This is an optimization exercise on Yosys and OpenROAD, whose aim is small area, a short achievable clock period and few clock cycles per item, not a production implementation.
RTL that was checked went through simulation tests only; none was proved equivalent to the original.
No activity file was given, so power comes from the tool's default toggle rates. The clock port is modelled as an ideal driver; clocking choices that lean on that would not hold on a real chip.

== v6 ==
Design blackcat_ts, start of the top module:
module blackcat_ts (
    input  wire        clk,
    input  wire        rst,             
    input  wire        mode_capture,    
    input  wire        coarse_only_en,  
    input  wire        session_start,   
    input  wire        hist_clear,      
    input  wire        cal_build,       
    input  wire        cal_wr,          
    input  wire [3:0]  cal_ch,
    input  wire        cal_set,         
    input  wire [8:0]  cal_lo,
    input  wire [8:0]  cal_hi,
    input  wire        in_valid,
    input  wire [31:0] in_word,
    output wire        in_ready,
    output wire        busy,
    output reg         ts_valid,
    output reg  [3:0]  ts_ch,
    output reg  [27:0] ts_epoch,
    output reg  [11:0] ts_coarse,
    output reg         ts_fine_valid,
    output reg  [11:0] ts_fine,
    output reg         ts_edge,
    output reg         diag_valid,
    output reg  [1:0]  diag_kind,
    output reg  [27:0] diag_info0,
    output reg  [31:0] diag_info1
);
Size: ~3500 cells after synthesis, roughly 1200 flip-flops, about 190 I/O pins, ~46000 µm² of cells after synthesis.
export LEC_CHECK = 0
export CAP_MARGIN = 20
export CORE_MARGIN = 2
export CORE_UTILIZATION = 60
export CTS_CLUSTER_DIAMETER = 100
export CTS_CLUSTER_SIZE = 28
export SLEW_MARGIN = 20
create_clock -name core_clock -period 12.0 [get_ports {clk}]
standard.sh (not shown) runs the stock make flow with config.mk's settings and CLKGATE_MAP_FILE= SYNTH_SCRIPT=/design/flow/synth_recipe.tcl, a recipe that flattens the netlist after the stock synthesis.
==> flow/flow/run.sh <==
#!/bin/bash
# Layout flow: the standard ORFS flow (standard.sh) with these changes,
# set in flow/settings.sh:
#  - synthesis leaves the adders to ABC (ADDER_MAP_FILE empty, so no
#    full/half-adder cell extraction); the registers are the same as the
#    standard synthesis's,
#  - the timing repair steps aim for a setup slack of SETUP_MARGIN ns at
#    the design's clock period,
#  - optional clock tree synthesis arguments (CTS_ARGS).
# Each step's output goes to a log file of its own in this folder.
set -euo pipefail
source flow/settings.sh
ARGS=(ADDER_MAP_FILE= SETUP_SLACK_MARGIN=$SETUP_MARGIN)
if [[ -n "${CTS_ARGS_SET:-}" ]]; then ARGS+=("CTS_ARGS=$CTS_ARGS_SET"); fi
for step in synth floorplan place cts route finish; do
  bash standard.sh "${ARGS[@]}" $step > log_$step.txt 2>&1
done
==> flow/flow/settings.sh <==
SETUP_MARGIN=8.6
#### Input delta (v7 over v6)
# v6
export LEC_CHECK = 0
export CAP_MARGIN = 20
export CORE_MARGIN = 2
export CORE_UTILIZATION = 60
export CTS_CLUSTER_DIAMETER = 100
export CTS_CLUSTER_SIZE = 28
export SLEW_MARGIN = 20
create_clock -name core_clock -period 12.0 [get_ports {clk}]
# v7
export LEC_CHECK = 0
export CAP_MARGIN = 20
export CORE_MARGIN = 2
export CORE_UTILIZATION = 70
export SLEW_MARGIN = 20
export TNS_END_PERCENT = 20
create_clock -name core_clock -period 12.0 [get_ports {clk}]
==> flow/flow/settings.sh <==
SETUP_MARGIN=8.5
CTS_ARGS_SET="-sink_clustering_enable -repair_clock_nets -sink_clustering_size 28 -sink_clustering_max_diameter 100 -dont_use_dummy_load"
Results
The run showing the greater setup slack is v6.
In v7, share of the clock period used by the worst path is higher than in v6.
v7 ended up with a higher routed wire length than v6 did.
Combinational power share in v7 vs v6: down 1.1 points
Against v6, v7 comes in 2.6% lower on cell area.
Core util | v7 vs v6 | v7 higher
Against v6, post-cts repair resize count in v7 fell by more than a quarter.
Function was not checked in any run of this note: the RTL went through the layout flow alone.


== try-harbor ==
Another version of the RTL of blackcat_ts (not shown whole).
Size in the first run: roughly 3600 cells after synthesis, roughly 1200 flip-flops, ~190 I/O pins.
export LEC_CHECK = 0
export CAP_MARGIN = 20
export CORE_MARGIN = 2
export CORE_UTILIZATION = 60
export SLEW_MARGIN = 20
create_clock -name core_clock -period 12.0 [get_ports {clk}]
==> flow/flow/settings.sh <==
SETUP_MARGIN=8.5
CTS_ARGS_SET="-sink_clustering_enable -repair_clock_nets -sink_clustering_size 28 -sink_clustering_max_diameter 100 -dont_use_dummy_load"
Scripts as last shown in full above: flow/flow/run.sh
Testbench counts of try-harbor, summed over its fixed seeds: cycles 24,064, items 24,000.
#### Input delta (try-raven over try-harbor)
# try-harbor
export LEC_CHECK = 0
export CAP_MARGIN = 20
export CORE_MARGIN = 2
export CORE_UTILIZATION = 60
export SLEW_MARGIN = 20
create_clock -name core_clock -period 12.0 [get_ports {clk}]
# try-raven
export LEC_CHECK = 0
export CAP_MARGIN = 20
export CORE_MARGIN = 2
export CORE_UTILIZATION = 65
export SLEW_MARGIN = 20
create_clock -name core_clock -period 12.0 [get_ports {clk}]
==> flow/flow/run.sh <==
#!/bin/bash
# Layout flow: the standard ORFS flow (standard.sh) with these changes,
# set in flow/settings.sh:
#  - synthesis leaves the adders to ABC (ADDER_MAP_FILE empty, so no
#    full/half-adder cell extraction); the registers are the same as the
#    standard synthesis's,
#  - the timing repair steps aim for a setup slack of SETUP_MARGIN ns at
#    the design's clock period,
#  - optional clock tree synthesis arguments (CTS_ARGS) and port buffer
#    cell (BUFFER_PORTS_ARGS); every port still gets its buffer.
# Each step's output goes to a log file of its own in this folder.
set -euo pipefail
source flow/settings.sh
ARGS=(ADDER_MAP_FILE= SETUP_SLACK_MARGIN=$SETUP_MARGIN)
if [[ -n "${CTS_ARGS_SET:-}" ]]; then ARGS+=("CTS_ARGS=$CTS_ARGS_SET"); fi
if [[ -n "${BUFFER_PORTS_SET:-}" ]]; then ARGS+=("BUFFER_PORTS_ARGS=$BUFFER_PORTS_SET"); fi
for step in synth floorplan place cts route finish; do
  bash standard.sh "${ARGS[@]}" $step > log_$step.txt 2>&1
done
==> flow/flow/settings.sh <==
SETUP_MARGIN=8.42
CTS_ARGS_SET="-sink_clustering_enable -repair_clock_nets -sink_clustering_size 28 -sink_clustering_max_diameter 100 -dont_use_dummy_load"
BUFFER_PORTS_SET="-buffer_cell sky130_fd_sc_hd__buf_2"
[summary]
- Buffering overhead, try-harbor and try-raven: lower on try-raven
- From try-harbor to try-raven the numbers moved as follows: routed wire length decreased 5200 um; standard cell core area decreased 0.0059 mm2; power decreased 0.13 mW; H-tree depth essentially unchanged; setup slack essentially unchanged.
- The final reports for try-raven and try-harbor show row count lower in the former.
- try-harbor has a lower first-pass detailed-route iteration total than try-raven.
- try-raven ended up with pd_q[0][15] as its capturing instance or port of the critical path; try-harbor ended up with ts_epoch[3].
Setup changes, try-raven to try-willow
# try-raven
export LEC_CHECK = 0
export CAP_MARGIN = 20
export CORE_MARGIN = 2
export CORE_UTILIZATION = 65
export SLEW_MARGIN = 20
create_clock -name core_clock -period 12.0 [get_ports {clk}]
# try-willow
export LEC_CHECK = 0
export CAP_MARGIN = 20
export CORE_MARGIN = 2
export CORE_UTILIZATION = 60
export CTS_CLUSTER_DIAMETER = 100
export CTS_CLUSTER_SIZE = 28
export SLEW_MARGIN = 20
create_clock -name core_clock -period 12.0 [get_ports {clk}]
==> flow/flow/run.sh <==
#!/bin/bash
# Layout flow: the standard ORFS flow (standard.sh) with these changes:
#  - synthesis leaves the adders to ABC (ADDER_MAP_FILE empty, so no
#    full/half-adder cell extraction); registers are the same as the
#    standard synthesis's,
#  - the timing repair steps aim for a setup slack of SETUP_MARGIN ns at
#    the design's clock period.
# Each step's output goes to a log file of its own in this folder.
set -euo pipefail
source flow/settings.sh
ARGS=(ADDER_MAP_FILE= SETUP_SLACK_MARGIN=$SETUP_MARGIN $EXTRA_ARGS)
for step in synth floorplan place cts route finish; do
  bash standard.sh "${ARGS[@]}" $step > log_$step.txt 2>&1
done
==> flow/flow/settings.sh <==
SETUP_MARGIN=8.6
EXTRA_ARGS=""
### Flow results
- Looking at the reports, try-willow completed the entire flow and the layout it produced met the timing, DRC and antenna checks.
- try-raven: PASS, flow complete, no timing, DRC or antenna violations
- try-raven → try-willow: slew of the pin with the lowest slew margin now sits higher, wire length of the first global-routing pass now sits higher, total of plain and repair buffers excluding clock buffers now sits higher, buffers plus inverters on the worst setup path now sits lower.
- Register area was higher in try-willow than in try-raven.
- Power sits higher in try-willow than in try-raven.
- Wire length: try-willow worse than try-raven
- try-willow against try-raven: buffers inserted during post-CTS setup optimization went up 12; multi-input gate area in the final layout shows an increase of 3.9%.
- Relative to try-raven, the number of antenna violations at the first check in global routing of try-willow is lower by 5.

separate check: timing with driven ports:
Ports are ideal in the flow. The routed layouts listed here were re-timed in OpenROAD. Step 1 assumes that a clkbuf_16 drives the clock port and a buf_2 every other input. Step 2 times the ports against the registers' clock, not the clock port: input delays grow and output delays shrink by t, the midpoint of the rising clock arrivals with the driver on. a / b / c = ideal ports / drivers / drivers and shift; a / b = the first two.
| run | t (ns) | setup WS [ns] | worst data-port slew with drivers (ns) | pins driven straight from the clock port |
|---|---|---|---|---|
| v6 | 0.716 | 8.450 / 8.382 / 7.887 | 0.09 | 1 |
| v7 | 0.692 | 8.379 / 8.351 / 7.756 | 0.13 | 1 |
| try-harbor | 0.698 | 8.411 / 8.341 / 8.082 | 0.07 | 1 |
| try-raven | 0.688 | 8.412 / 8.377 / 8.364 | 0.06 | 1 |
| try-willow | 0.711 | 8.425 / 8.353 / 8.068 | 0.08 | 1 |
After both steps setup and hold are still met in every run listed. For v7, which loses most, drivers alone change the setup slack by -0.028 ns; drivers and shift together by -0.623 ns.
